From an optimization exercise on the open Yosys and OpenROAD flow, aimed at a short achievable clock period and few clock cycles; shortcuts taken in it are not production practice. In this exercise RTL edits were held to simulation tests only and were not proved equivalent to the original. No activity file was given, so power comes from the tool's default toggle rates.

--- flow/flow/run.sh ---
#!/bin/bash
set -o pipefail
sed -e 's/SETUP_SLACK_MARGIN=[0-9.]*/SETUP_SLACK_MARGIN=5.8/' \
    -e 's/"\${@:-finish}"/BUFFER_PORTS_ARGS="-buffer_cell sky130_fd_sc_hd__buf_4" "${@:-finish}"/' standard.sh > standard_m.sh
bash standard_m.sh > standard.log 2>&1
--- flow/standard.sh ---
#!/bin/bash
# synth_recipe.tcl (not shown) runs the flow's synth.tcl, then flattens the netlist and writes it again
# the make line also repeats each setting of config.mk as NAME=value (left out here)
make -C /OpenROAD-flow-scripts/flow DESIGN_CONFIG=/design/flow/config.mk WORK_HOME=/design/flow/orfs CLKGATE_MAP_FILE= SYNTH_SCRIPT=/design/flow/synth_recipe.tcl "${@:-finish}"
--- flow/config.mk ---
export PLATFORM = sky130hd
export DESIGN_NAME = rbfsm_rx
export DESIGN_NICKNAME = rbfsm_rx
export VERILOG_FILES = /design/flow/design.v
export SDC_FILE = /design/flow/constraint.sdc
export NUM_CORES = 4
export LEC_CHECK = 0
export ABC_CLOCK_PERIOD_IN_PS = 2500
export CAP_MARGIN = 20
export CORE_MARGIN = 2
export CORE_UTILIZATION = 50
export SETUP_SLACK_MARGIN = 5
export SLEW_MARGIN = 20
--- flow/constraint.sdc ---
create_clock -name core_clock -period 8.0 [get_ports {clk}]
set_input_delay 1.6000 -clock core_clock [delete_from_list [all_inputs] [get_ports {clk}]]
set_output_delay 1.6000 -clock core_clock [all_outputs]
set_load 0.01 [all_outputs]
--- flow/design.v ---
module rbfsm_rx (
    input  wire        clk,
    input  wire        rst,
    input  wire        push_valid,
    input  wire [7:0]  push_data,
    output wire        push_ready,
    input  wire        cmd_valid,
    input  wire [7:0]  cmd_cap,
    output wire        busy,
    output reg         res_valid,
    output reg  [3:0]  res_code,
    output reg  [7:0]  res_val,
    output reg  [15:0] res_crc,
    output reg         dout_valid,
    output reg  [7:0]  dout_data,
    output wire [6:0]  rb_len,
    output reg  [15:0] corrupt_count
);
    localparam [7:0] DELIM = 8'h7E;
    localparam [7:0] ESCB  = 8'h7D;
    localparam [7:0] XORM  = 8'h20;
    localparam [3:0] RES_OK        = 4'h0;
    localparam [3:0] RES_TOO_SMALL = 4'h5;
    localparam [3:0] RES_NO_FRAME  = 4'h6;
    localparam [3:0] RES_CORRUPT   = 4'h7;
    localparam integer DN = 64;    
    localparam integer FN = 32;    
    localparam integer FW = 22;    
    reg  [6:0]  wc;         
    reg  [6:0]  len;        
    reg         pr_q;       
    reg         st_str;     
    reg         st_dec;     
    reg         st_wait;    
    reg         fits_r;     
    reg         one_r;      
    reg         rem1;       
    reg         busy_q;     
    reg  [7:0]  cap_q;
    reg  [5:0]  rem;        
    reg         pv_q;
    reg  [7:0]  pd_q;
    reg         isE_q;      
    reg         isD_q;      
    reg  [6:0]  pp_q;       
    reg         open;       
    reg         esc;        
    reg  [6:0]  pL;         
    reg         pge1;       
    reg         pge2;       
    reg  [7:0]  d1, d2;     
    reg  [15:0] crc;        
    reg  [6:0]  pstart;     
    reg  [8*DN-1:0] dq;
    reg  [DN:0] doh;        
    reg         hoff;       
    reg  [FW*FN-1:0] fq;
    reg  [FN:0] foh;        
    reg         fstale;     
    reg  [5:0]  live;       
    reg         hf;         
    assign busy       = busy_q;
    assign push_ready = pr_q;
    assign rb_len     = len;
    wire       term  = pv_q && isE_q && open;                  
    wire       emit  = pv_q && (isE_q ? esc : (esc || !isD_q));
    wire [7:0] dval  = isE_q ? (DELIM ^ XORM) : (esc ? (pd_q ^ XORM) : pd_q);
    function [15:0] crc_byte(input [15:0] c, input [7:0] b);
        integer i;
        reg [15:0] x;
        begin
            x = c ^ {b, 8'h00};
            for (i = 0; i < 8; i = i + 1)
                x = x[15] ? ({x[14:0], 1'b0} ^ 16'h1021) : {x[14:0], 1'b0};
            crc_byte = x;
        end
    endfunction
    wire [15:0] crc_u = crc_byte(crc, d2);
    wire [15:0] cr2   = pge2 ? crc_u : crc;
    wire        okc   = esc ? (pge1 && (cr2 == {DELIM ^ XORM, d1}))
                            : (pge2 && (crc == {d1, d2}));
    wire [6:0]  Lc    = pL + {6'd0, esc};
    wire [FW-1:0] fnew = {okc, Lc, pstart, pp_q + 7'd1};
    wire [FW-1:0] hfr = fstale ? fq[2*FW-1:FW] : fq[FW-1:0];
    wire        h_ok = hfr[21];
    wire [6:0]  h_L  = hfr[20:14];
    wire [6:0]  h_S  = hfr[13:7];
    wire [6:0]  h_E  = hfr[6:0];
    wire [7:0]  dh0  = hoff ? dq[15:8] : dq[7:0];    
    wire [7:0]  dh1  = dq[15:8];                     
    wire wait_case = term && !hf;         
    wire idle   = !busy_q;
    wire acc    = idle && cmd_valid;
    wire one    = (h_L == 7'd1);
    wire fits_in = (|cmd_cap[7:6]) || (cmd_cap[5:0] >= h_L[5:0]);
    wire fits_q  = (|cap_q[7:6])   || (cap_q[5:0]   >= h_L[5:0]);
    wire nofr_a = !hf && !wait_case;                
    wire str_a  = acc && hf && !one && fits_in;     
    wire str_d  = st_dec && fits_r && !one_r;       
    wire one_d  = st_dec && fits_r && one_r;        
    wire last_s = st_str && rem1;                   
    wire fpop   = one_d || last_s;
    wire cc_inc = one_d || (last_s && !h_ok);
    wire cons   = str_a || str_d || one_d;          
    wire [6:0] t_nf  = open ? pstart : ((pv_q && !isE_q) ? pp_q : wc);
    wire [6:0] len_nf = wc - t_nf;
    wire [6:0] w64    = wc ^ 7'h40;
    wire       full_nf = (len == 7'd64) &&
                         (open ? (pstart == w64) : (pv_q && !isE_q && (pp_q == w64)));
    wire [6:0] len_s  = wc - h_S;
    wire [6:0] len_e  = wc - h_E;
    wire [DN-1:0] dws = hoff   ? doh[DN:1] : doh[DN-1:0];
    wire [FN-1:0] fws = fstale ? foh[FN:1] : foh[FN-1:0];
    wire          fwe = term;
    integer i;
    always @(posedge clk) begin
        for (i = 0; i < DN; i = i + 1) begin
            if (emit && dws[i])
                dq[8*i +: 8] <= dval;
            else if (hoff)
                dq[8*i +: 8] <= (i == DN-1) ? 8'h00 : dq[8*(i+1) +: 8];
        end
        for (i = 0; i < FN; i = i + 1) begin
            if (fwe && fws[i])
                fq[FW*i +: FW] <= fnew;
            else if (fstale)
                fq[FW*i +: FW] <= (i == FN-1) ? {FW{1'b0}} : fq[FW*(i+1) +: FW];
        end
    end
    wire [DN:0] doh_n = (emit == hoff) ? doh : (emit ? {doh[DN-1:0], 1'b0} : {1'b0, doh[DN:1]});
    wire [FN:0] foh_n = (fwe == fstale) ? foh : (fwe ? {foh[FN-1:0], 1'b0} : {1'b0, foh[FN:1]});
    wire [5:0]  live_w = live + {5'd0, fwe};
    wire [5:0]  live_p = live_w - 6'd1;
    wire [15:0] cc_p1  = corrupt_count + 16'd1;
    always @(posedge clk) begin
        if (rst) begin
            wc            <= 7'd0;
            len           <= 7'd0;
            pr_q          <= 1'b1;
            st_str        <= 1'b0;
            st_dec        <= 1'b0;
            st_wait       <= 1'b0;
            fits_r        <= 1'b0;
            one_r         <= 1'b0;
            rem1          <= 1'b0;
            busy_q        <= 1'b0;
            cap_q         <= 8'd0;
            rem           <= 6'd0;
            pv_q          <= 1'b0;
            pd_q          <= 8'd0;
            isE_q         <= 1'b0;
            isD_q         <= 1'b0;
            pp_q          <= 7'd0;
            open          <= 1'b0;
            esc           <= 1'b0;
            pL            <= 7'd0;
            pge1          <= 1'b0;
            pge2          <= 1'b0;
            d1            <= 8'd0;
            d2            <= 8'd0;
            crc           <= 16'hFFFF;
            pstart        <= 7'd0;
            doh           <= {{DN{1'b0}}, 1'b1};
            hoff          <= 1'b0;
            foh           <= {{FN{1'b0}}, 1'b1};
            fstale        <= 1'b0;
            live          <= 6'd0;
            hf            <= 1'b0;
            res_valid     <= 1'b0;
            res_code      <= 4'd0;
            res_val       <= 8'd0;
            res_crc       <= 16'd0;
            dout_valid    <= 1'b0;
            dout_data     <= 8'd0;
            corrupt_count <= 16'd0;
        end else begin
            res_valid  <= 1'b0;
            dout_valid <= 1'b0;
            pv_q  <= push_valid && pr_q;
            pd_q  <= push_data;
            isE_q <= (push_data == DELIM);
            isD_q <= (push_data == ESCB);
            pp_q  <= wc;
            if (pv_q) begin
                if (isE_q) begin
                    if (open) begin
                        open <= 1'b0;
                        esc  <= 1'b0;
                        pL   <= 7'd0;
                        pge1 <= 1'b0;
                        pge2 <= 1'b0;
                        crc  <= 16'hFFFF;
                    end
                end else begin
                    if (!open) begin
                        open   <= 1'b1;
                        pstart <= pp_q;
                    end
                    if (esc || !isD_q) begin
                        esc <= 1'b0;
                        pL   <= pL + 7'd1;
                        pge1 <= 1'b1;
                        pge2 <= pge1;
                        d1   <= dval;
                        d2   <= d1;
                        if (pge2)
                            crc <= crc_u;
                    end else begin
                        esc <= 1'b1;
                    end
                end
            end
            doh    <= doh_n;
            hoff   <= cons || st_str;
            foh    <= foh_n;
            fstale <= fpop;
            live   <= fpop ? live_p : live_w;
            hf     <= fwe || (fpop ? (live != 6'd1) : hf);
            if (cc_inc)
                corrupt_count <= cc_p1;
            if (idle)
                cap_q <= cmd_cap;
            if (acc) begin
                res_valid <= nofr_a;
                res_code  <= RES_NO_FRAME;
                busy_q    <= !nofr_a;
                len       <= hf ? len_s : len_nf;       
                pr_q      <= nofr_a && !full_nf;
                st_wait   <= wait_case;
                st_dec    <= hf && !str_a;
            end
            fits_r <= st_wait ? fits_q : fits_in;
            one_r  <= one;
            if (st_wait) begin
                st_wait <= 1'b0;
                st_dec  <= 1'b1;
            end
            if (st_dec) begin
                st_dec <= 1'b0;
                if (!fits_r) begin
                    res_valid <= 1'b1;
                    res_code  <= RES_TOO_SMALL;
                    busy_q    <= 1'b0;
                    len       <= len_s;
                    pr_q      <= (len_s != 7'd64);
                end else if (one_r) begin
                    res_valid <= 1'b1;
                    res_code  <= RES_CORRUPT;
                    busy_q    <= 1'b0;
                    len       <= len_e;
                    pr_q      <= 1'b1;
                end
            end
            if (idle || st_dec) begin
                dout_data  <= dh0;
                res_val    <= 8'd1;
                res_crc    <= {8'h00, dh0};
                rem        <= h_L[5:0] - 6'd1;
                rem1       <= (h_L[5:0] == 6'd2);
            end
            if (str_a || str_d || one_d)
                dout_valid <= 1'b1;
            if (str_a || str_d)
                st_str <= 1'b1;
            if (st_str) begin
                dout_valid <= 1'b1;
                dout_data  <= dh1;
                rem        <= rem - 6'd1;
                rem1       <= (rem == 6'd2);
                if (rem1) begin
                    st_str    <= 1'b0;
                    busy_q    <= 1'b0;
                    res_valid <= 1'b1;
                    res_crc   <= {dh1, dout_data};
                    len       <= len_e;
                    pr_q      <= 1'b1;
                    res_code  <= h_ok ? RES_OK : RES_CORRUPT;
                    res_val   <= h_ok ? {1'b0, h_L - 7'd2} : {1'b0, h_L};
                end
            end
            if (push_valid && pr_q) begin
                wc   <= wc + 7'd1;
                len  <= len + 7'd1;
                pr_q <= (len != 7'd63);
            end
        end
    end
endmodule
==> results.yml, run 1 <==
synthesis:
  syn_nets: 5510
  synth_common_cells: "edfxtp_1, nand2_1, o21ai_0, a21oi_1, nor2_1"
  synth_xor_area_share_pct: 1.70
  synth_cell_types: 64
  synth_area_leaders: "edfxtp_1, dfxtp_1, mux2_2"
  synth-seq-cells: 1480
  async_reset_ff_share_pct: 0
  ys_warn_count: 1
  ys_seq_area_share_pct: 64.8
  synth_compound_area_share_pct: 11.8
  synth_top_area_cell: "edfxtp_1"
  syn-cell-area_um2: 64100
  synthSimpleGateAreaFrac_pct: 9.54
  post-synth-top-count-cell: "edfxtp_1"
  ys.flop_type: "edfxtp_1"
  synth_cells: 5443
  synth-edff-count: 1186
  synth_fa_ha_area_share_pct: 0.953
  synthMuxAreaShare_pct: 8.47
  syn_area_per_cell_um2: 11.8
  yosys.area.top_type_share_pct: 55.6
  synth_top_family_by_area: "compound AO/OA/AOI/OAI gates"
sta:
  finalHoldViolCount: 0
  setup-tns-final_ns: 0
  setup_viol: 0
  post-route-period-util_pct: 37.4
  finClkSkew_ns: 0.0279
  relSlewSlack_pct: 29.5
  slew_violations: 0
  rsz0062_at_grt: "true"
  max_slew.worst_pin.slew_ns: 1.06
  period_needed_ns: 3.00
  max_freq_mhz: 334
  fin_ws_ns: 5.00
setup_path:
  arrival_ns: 1.40
  crit_fanout: 3
  setup.worst_path.end_class: "output pin"
  worst_r2r_startpoint: "fstale"
  crit_type: "flop to output pin"
  crit_path_start_kind: "flop"
  cp.required_ns: 6.40
  critPathLaunch: "dout_valid"
power_and_ir_drop:
  p_per_area_nw_per_um2: 194
  power_mw: 16.0
  leakage_nw: 29.1
  peakVddDrop_v: 0.000190
layout:
  register_area_um2: 41700
  nets: 5824
  area_growth_pct: 28.2
  drive_gt1_share_pct: 34.5
  multi_input_area_um2: 25800
  final_util_pct: 64.5
  fill_cells: 9236
clock_tree:
  cts.sinks: 1480
  cts_hold_buf: 0
  clkTransAtPathRegs_ns: 0.06
  cts_buffers: 157
  cts_buffer_depth: 3
  clk-insertion-delay-late_ns: 0.78
  cts_tree: "built"
  root_buffer: "clkbuf_16"
  cts_max_level: 4
route:
  detail-route-antenna-nets: 0
  routedWlPerCell_um: 22.0
  drc: 0
  vias: 43662
  via_per_inst: 5.78
  route.final.wire_length_mm: 166
  dr.pass1.iters: 6
  first_iter_violations: 3771
global_route:
  grt-ovfl-total: 0
  grt_max_degree: 100
  grt_pass1_wl_mm: 246
  antenna_found_initial: 5
  grtUsageTotal_pct: 23.9
  grt_pass1_vias: 41987
worst_hold_path:
  hold_class: "flop to flop"
  worstHoldStart: "res_val[7]"
placed_design:
  hpwl_mm: 80.7
  io_buffer_count: 82
  place_ws_ns: 3.77
  gp_congestion: 0.830
floorplan:
  floorplan.initialDensity_pct: 50.3
  fp.dieH_um: 362
  core_area_um2: 127000
  die-area_um2: 131000
  boundaryPins: 83
  rows: 131
  die_w_um: 362
run_status:
  status: "complete, no violations"
run:
  max_cap_violations: 0
-- per-stage QoR --
stage	cell area (µm²)	cells	hold slack [ns]
final	82100	7550	0.475
after global routing	82100	7549	0.489
after CTS	78600	7404	0.480
after detailed placement	67100	6831	0.469
after global placement	67000	6831	0.452
after floorplan	65800	5443	0.439
-- registers in the layout, indices dropped and copies added, names as in the netlist, 4 cells and up --
signal,count
d2,8
wc,7
d1,8
res_val,8
crc,16
res_code,4
fq,704
foh,33
pL,7
rem,6
dq,512
cap_q,8
res_crc,16
doh,65
len,7
corrupt_count,16
pstart,7
pd_q,8
dout_data,8
live,6
pp_q,7
-- area by class of cell --
type | instances | share of cell area [%]
Sequential cell | 1480 | 50.8
Clock buffer | 213 | 5.31
Antenna cell | 1 | 0.00305
Multi-Input combinational cell | 3512 | 31.4
Timing Repair Buffer | 577 | 9.19
Inverter | 28 | 0.178
Clock inverter | 76 | 0.666
Tap cell | 1662 | 2.53
Timing Repair inverter | 1 | 0.0107
-- logic make-up after synthesis --
family / count (synthesis)
adders and majority gates: 47
buffers and inverters: 461
muxes: 492
DFF: 1480
xor gates and xnor gates: 119
AOI/OAI and AO/OA: 1358
and+or+nand+nor: 1486
-- metal layers --
| layer | vias up | routed length, µm | track usage [%] |
|---|---|---|---|
| met3 | 269 | 11100 | 4.35 |
| met2 | 1301 | 75300 | 36.8 |
| met5 | - | 21 | 0 |
| met1 | 21698 | 75700 | 34.9 |
| met4 | 4 | 4130 | 6.61 |
| li1 | 20390 | - | - |
-- path summary, 6_finish.rpt --
check                           slack (ns)  depth (start not counted)    endpoint
worst max-delay path                  5.00                          2  dout_valid
worst min-delay path                  0.47                          1  res_val[7]
worst max register to register        5.29                         12      len[6]
worst min register to register        0.47                          1  res_val[7]
-- worst max-delay path, cell delays in order (launching register included) --
cell	delay [ns]
dfxtp_4	0.38
buf_12	0.13
buf_6	0.11
-- cells in the final DEF (no fill, tap or decap), drive strengths merged, types with 63 or more instances in the layout --
| cell | count |
|---|---|
| nor2 | 486 |
| edfxtp | 1186 |
| xor2 | 64 |
| nand2b | 70 |
| mux2 | 404 |
| dfxtp | 294 |
| o21ai | 587 |
| a22oi | 100 |
| clkinv | 63 |
| clkbuf | 236 |
| mux2i | 89 |
| a21oi | 501 |
| buf | 549 |
| nand2 | 768 |
-- where the power goes --
group | internal (mW) | switching (mW)
clock network | 4.01 | 3.01
logic | 0.264 | 0.367
registers | 8.25 | 0.0612
total | 12.5 | 3.44
-- timing repair --
action,CTS,global route
pin swaps,102,148
setup endpoints to repair,2695,1777
gates cloned,52,28
resized for setup,912,499
buffers inserted,232,117
hold endpoints to repair,0,0
Testbench counts, summed over its fixed seeds: cycles 73,805.
==> run 2, diff against run 1 <==
--- a/flow/config.mk
+++ b/flow/config.mk
@@ -9,5 +9,7 @@
 export CAP_MARGIN = 20
 export CORE_MARGIN = 2
-export CORE_UTILIZATION = 50
+export CORE_UTILIZATION = 60
+export CTS_CLUSTER_DIAMETER = 60
+export CTS_CLUSTER_SIZE = 25
 export SETUP_SLACK_MARGIN = 5
 export SLEW_MARGIN = 20
==> run 2 against run 1 <==
Still clean. Clock power decreased by 11%. Utilization increased by 6.6 points. Worst setup slack improved by 0.18 ns. Critical path type unchanged. Largest cell class unchanged. Largest power group unchanged.
==> results.yml, run 2 <==
synthesis:
  ys_warn_count: 1
  async_reset_ff_share_pct: 0
  syn_area_per_cell_um2: 11.8
  synth_cell_types: 64
  ys.flop_type: "edfxtp_1"
  synth_common_cells: "edfxtp_1, nand2_1, o21ai_0, a21oi_1, nor2_1"
  ys_seq_area_share_pct: 64.8
  yosys.area.top_type_share_pct: 55.6
  synth_cells: 5443
  syn_nets: 5510
  synth_top_area_cell: "edfxtp_1"
  synth_area_leaders: "edfxtp_1, dfxtp_1, mux2_2"
  synth-edff-count: 1186
  post-synth-top-count-cell: "edfxtp_1"
  synth-seq-cells: 1480
  syn-cell-area_um2: 64100
setup_path:
  arrival_ns: 1.22
  cpPeakStageDelay_ns: 0.39
  cp.buffers_inverters: 1
  cp.required_ns: 6.40
  crit_slowest_cell: "dfxtp_4"
  setup.worst_path.end_class: "output pin"
  cp_cell_sequence: "buf_6"
  crit_type: "flop to output pin"
  crit_fanout: 2
  cp_top_family: "flip-flops"
  crit_path_start_kind: "flop"
power_and_ir_drop:
  peakVddDrop_v: 0.000183
  p_per_area_nw_per_um2: 202
  power_mw: 15.2
  leakage_nw: 26.1
worst_hold_path:
  hold_class: "flop to flop"
sta:
  max_freq_mhz: 355
  slew_violations: 0
  max_slew.worst_pin.slew_ns: 0.956
  rsz0062_at_grt: "true"
  post-route-period-util_pct: 35.2
  setup_viol: 0
  finClkSkew_ns: 0.0415
  setup-tns-final_ns: 0
  relSlewSlack_pct: 36.3
  finalHoldViolCount: 0
  period_needed_ns: 2.82
run:
  max_cap_violations: 0
floorplan:
  die_w_um: 331
  floorplan.initialDensity_pct: 60.7
  rows: 119
  die-area_um2: 109000
  boundaryPins: 83
  core_area_um2: 106000
  fp.dieH_um: 331
route:
  route.final.wire_length_mm: 143
  vias: 41371
  dr.pass1.iters: 9
  detail-route-antenna-nets: 0
  drc: 0
  via_per_inst: 5.93
  first_iter_violations: 3547
  routedWlPerCell_um: 20.5
run_status:
  status: "complete, no violations"
placed_design:
  io_buffer_count: 82
  dp.cells: 6556
  hpwl_mm: 77.2
  gp_congestion: 0.868
global_route:
  grt-ovfl-total: 0
  grtUsageTotal_pct: 25.6
  grt_max_degree: 88
  grt_pass1_vias: 39387
  grt_pass1_wl_mm: 222
  antenna_found_initial: 9
clock_tree:
  clk-insertion-delay-late_ns: 0.74
  cts.sinks: 1480
  cts_tree: "built"
  root_buffer: "clkbuf_16"
  clkTransAtPathRegs_ns: 0.09
  cts_max_level: 3
  cts_buffers: 116
  cts_buffer_depth: 3
layout:
  mostFrequentLayoutCell: "edfxtp_1"
  final_util_pct: 71.1
  drive_gt1_share_pct: 27.4
  finalNonFillerCells: 6975
  layout_common_cells: "edfxtp_1, nand2_1, o21ai_0"
  nets: 5546
  reg.largest.list: "fq (704), dq (512), doh (65)"
  max_flop_register: "fq"
  area_growth_pct: 17.2
  largest_reg_flops: 704
[run 2: cell type report]
cell class | count | area [µm²]
Clock buffer | 126 | 3030
Sequential cell | 1480 | 41700
Antenna cell | 2 | 5.00
Inverter | 28 | 126
Timing Repair Buffer | 347 | 4000
Tap cell | 1391 | 1740
Fill cell | 7207 | 30500
Clock inverter | 95 | 1230
Multi-Input combinational cell | 3506 | 23300
[run 2: power by group]
group          internal, mW  total (mW)  switching (mW)  leakage, nW
registers              8.23        8.30          0.0612         13.1
logic                 0.266       0.629           0.363         11.0
clock network          3.12        6.27            3.15         2.04
total                  11.6        15.2            3.58         26.1
[run 2: metrics by stage]
step / hold slack [ns] / cell area, µm² / setup WS [ns]
floorplan: 0.439 / 65800 / 5.06
global placement: 0.451 / 66700 / 4.13
detailed placement: 0.461 / 66700 / 4.25
CTS: 0.481 / 73800 / 5.15
global route: 0.492 / 75100 / 5.15
finish: 0.484 / 75100 / 5.18
[run 2: what timing repair did]
action,CTS,global route
cloned,13,8
pin swaps,63,37
buffers inserted,138,37
hold buffers,0,0
setup endpoints to repair,2680,1235
resized for setup,428,187
[run 2: worst paths after layout]
path	slack [ns]	end	from	cells after the start
max	5.18	dout_valid	dout_valid	1
min reg2reg	0.48	res_val[7]	res_val[7]	1
max reg2reg	5.35	fq[527]	d2[1]	11
min	0.48	res_val[7]	res_val[7]	1
[run 2: metal layers]
metal | wire [µm] | GRT usage, % | up-vias
li1 | - | - | 19754
met3 | 9250 | 4.83 | 193
met2 | 64100 | 39.1 | 1109
met5 | 20 | 0 | -
met4 | 2910 | 5.83 | 2
met1 | 67000 | 38.3 | 20313
[run 2: logic make-up (layout without fill, tap and decap cells)]
family                   count (synthesis)  count (layout)  synth area share, %
AO/OA/AOI/OAI                         1358            1358                 11.8
XOR/XNOR                               119             119                 1.70
adder cells (fa/ha/maj)                 47              47                0.953
buffers and inverters                  461             596                 2.79
flip-flops                            1480            1480                 64.8
multiplexers                           492             492                 8.47
other                                    0               2                    0
AND/OR/NAND/NOR                       1486            1490                 9.54
==> run 3, diff against run 2 <==
--- a/flow/config.mk
+++ b/flow/config.mk
@@ -9,7 +9,7 @@
 export CAP_MARGIN = 20
 export CORE_MARGIN = 2
-export CORE_UTILIZATION = 60
-export CTS_CLUSTER_DIAMETER = 60
-export CTS_CLUSTER_SIZE = 25
+export CORE_UTILIZATION = 55
+export CTS_CLUSTER_DIAMETER = 80
+export CTS_CLUSTER_SIZE = 30
 export SETUP_SLACK_MARGIN = 5
 export SLEW_MARGIN = 20
==> run 3 against run 2 <==
Global-route usage down 1.4 points. Sequential power about the same. Synthesized cell count unchanged. Largest cell class unchanged. Clock skew down 0.0071 ns. Cell count up 2.0%. Hold slack worse by 0.0056 ns. Wire length up 7.3%. Non-clock buffer count up 87. Area after synthesis unchanged. Utilization down 5.8 points. Clock-buffer cell count down 40. Critical path type unchanged. Critical path depth unchanged.
==> results.yml, run 3 <==
run_status:
  status: "complete, no violations"
run:
  max_cap_violations: 0
setup_path:
  worst_r2r_startpoint: "fstale"
  crit_cells: 1
  arrival_ns: 1.19
  setup.worst_path.end_class: "output pin"
  crit_path_start_kind: "flop"
  cp_top_family: "flip-flops"
  cpPeakStageDelay_ns: 0.38
  crit_type: "flop to output pin"
  timing.rr.end: "len[4]"
  cp.required_ns: 6.40
  rr_worst_depth: 12
  crit_fanout: 3
  cp.buffers_inverters: 1
  r2r_slack_ns: 5.32
  crit_slowest_cell: "dfxtp_4"
  cp_cell_sequence: "buf_6"
synthesis:
  syn_area_per_cell_um2: 11.8
  ys_seq_area_share_pct: 64.8
  synth-seq-cells: 1480
  synth_common_cells: "edfxtp_1, nand2_1, o21ai_0, a21oi_1, nor2_1"
  syn_nets: 5510
  synth_compound_area_share_pct: 11.8
  synth_area_leaders: "edfxtp_1, dfxtp_1, mux2_2"
  synthSimpleGateAreaFrac_pct: 9.54
  ys_warn_count: 1
  synth_top_family_by_area: "compound AO/OA/AOI/OAI gates"
  syn-cell-area_um2: 64100
  synth_cells: 5443
  synth_cell_types: 64
  async_reset_ff_share_pct: 0
  yosys.area.top_type_share_pct: 55.6
  synth_xor_area_share_pct: 1.70
  post-synth-top-count-cell: "edfxtp_1"
  synth_fa_ha_area_share_pct: 0.953
  synthMuxAreaShare_pct: 8.47
  ys.flop_type: "edfxtp_1"
  synth-edff-count: 1186
  synth_top_area_cell: "edfxtp_1"
route:
  routedWlPerCell_um: 21.6
  dr.max_layer_used: "met5"
  route.final.wire_length_mm: 154
  dr.pass1.iters: 7
  via_per_inst: 5.87
  first_iter_violations: 3571
  wl_met2_mm: 69.6
  dr_wl_met3_mm: 8.57
  drc: 0
  met1_length_mm: 72.7
  detail-route-antenna-nets: 0
  vias: 41744
global_route:
  antenna_found_initial: 6
  grt-ovfl-total: 0
  grt_max_degree: 114
  grtUsageTotal_pct: 24.2
  grt_pass1_wl_mm: 229
  grt_pass1_vias: 38947
clock_tree:
  clkTransAtPathRegs_ns: 0.12
  cts.sinks: 1480
  cts_buffer_depth: 3
  clk-insertion-delay-late_ns: 0.70
  root_buffer: "clkbuf_16"
  cts_buffers: 69
  cts_max_level: 3
  cts_tree: "built"
  cts_hold_buf: 0
worst_hold_path:
  hold-path-cell-count: 2
  hold_class: "flop to flop"
  worstHoldStart: "pd_q[0]"
  hold-path-endpoint: "d1[0]"
sta:
  rsz0062_at_grt: "true"
  setup-tns-final_ns: 0
  slew_violations: 0
  post-route-period-util_pct: 34.9
  max_slew.worst_pin.slew_ns: 1.13
  finClkSkew_ns: 0.0344
  period_needed_ns: 2.79
  hold_ws_ns: 0.478
  finalHoldViolCount: 0
  max_freq_mhz: 359
  setup_viol: 0
  relSlewSlack_pct: 24.5
layout:
  layout_common_cells: "edfxtp_1, nand2_1, o21ai_0"
  nets: 5603
  largest_reg_flops: 704
  area_growth_pct: 18.2
  drive_gt1_share_pct: 28.0
  fill_cells: 8638
  multi_input_area_um2: 24200
  max_flop_register: "fq"
  reg.largest.list: "fq (704), dq (512), doh (65)"
  mostFrequentLayoutCell: "edfxtp_1"
  register_area_um2: 41700
power_and_ir_drop:
  p_per_area_nw_per_um2: 176
  peakVddDrop_v: 0.000171
  leakage_nw: 26.5
placed_design:
  io_buffer_count: 82
  gp_congestion: 0.820
  hpwl_mm: 78.4
floorplan:
  floorplan.initialDensity_pct: 55.3
  fp.dieH_um: 345
  core_area_um2: 116000
  boundaryPins: 83
  rows: 125
  die_w_um: 345
  die-area_um2: 119000
-- run 3: cell counts after synthesis --
Identical to the previous run, type by type.
-- run 3: power by group --
part,internal [mW],switching [mW]
Sequential,8.24,0.0627
Combinational,0.259,0.356
Clock,1.82,2.61
Total,10.3,3.03
-- run 3: final cells by class --
class | instances | area share [%]
diodes | 1 | 0.00330
clock buffers | 86 | 2.52
clock inverters | 36 | 0.558
inverters | 28 | 0.173
multi-input cells | 3523 | 31.9
flip-flops and latches | 1480 | 55.0
well taps | 1524 | 2.52
repair buffers | 434 | 7.31
-- run 3: routing by layer --
| metal | vias up | track usage [%] |
|---|---|---|
| met1 | 20733 | 36.9 |
| met2 | 1008 | 37.5 |
| met5 | - | 0 |
| met4 | 4 | 4.56 |
| li1 | 19834 | - |
| met3 | 165 | 3.08 |
-- run 3: timing repair --
action / CTS / global route
resized for setup: 533 / 247
endpoints found under the hold margin: 0 / 0
endpoints found under the setup margin: 2668 / 1489
cloned: 37 / 33
pin swaps: 56 / 61
setup buffers: 129 / 101
-- run 3: worst max-delay path by stage --
stage	slack, ns	from	endpoint
CTS	5.16	len[1]	rb_len[1]
global placement	4.20	isE_q	foh[17]
floorplan	5.06	cmd_cap[0]	st_str
detailed placement	4.11	isE_q	fq[688]
finish	5.21	dout_data[1]	dout_data[1]
global route	5.16	dout_data[1]	dout_data[1]
-- run 3: cells by family after synthesis --
kind of cell / Yosys count
muxes: 492
xor gates and xnor gates: 119
adders and majority gates: 47
and+or+nand+nor: 1486
DFF: 1480
buffers and inverters: 461
AOI/OAI and AO/OA: 1358
-- run 3: metrics by stage --
step	setup WS [ns]	instances	utilization [%]	instance area (µm²)	power (mW)
finish	5.21	7112	65.3	75700	13.3
global route	5.16	7112	65.3	75700	13.7
CTS	5.16	6977	62.8	72800	13.4
detailed placement	4.11	6689	57.7	66800	8.92
global placement	4.20	6689	57.7	66800	8.92
floorplan	5.06	5443	-	65800	8.79

## what the ideal ports hide
In the flow no input, the clock included, has a driving cell. The finished layouts below were timed again as built, in two steps. Step 1 assumes that a clkbuf_16 drives the clock port and a buf_2 every other input. Step 2 adds t to the input delays and takes it off the output delays; t is the mean of the earliest and latest rising clock arrival at the registers after step 1. Input paths then give back, and output paths get back, about the clock's delay inside the block. a / b / c = ideal / step 1 / step 2; a / b = the first two.
run	shift t [ns]	setup WS [ns]	latest minus earliest clock arrival (ns)	worst register clock-pin slew, ns	worst slew at a driven data input, ns
run 1	0.835	5.005 / 4.935 / 4.725	0.029 / 0.029	0.07 / 0.07	0.21
run 2	0.786	5.185 / 5.117 / 4.752	0.042 / 0.042	0.10 / 0.10	0.11
run 3	0.754	5.211 / 5.141 / 4.756	0.038 / 0.039	0.12 / 0.12	0.20
After both steps every run listed still meets setup and hold. The setup slack of run 3, which loses most, moves by -0.070 ns with the drivers and by -0.455 ns with both steps.
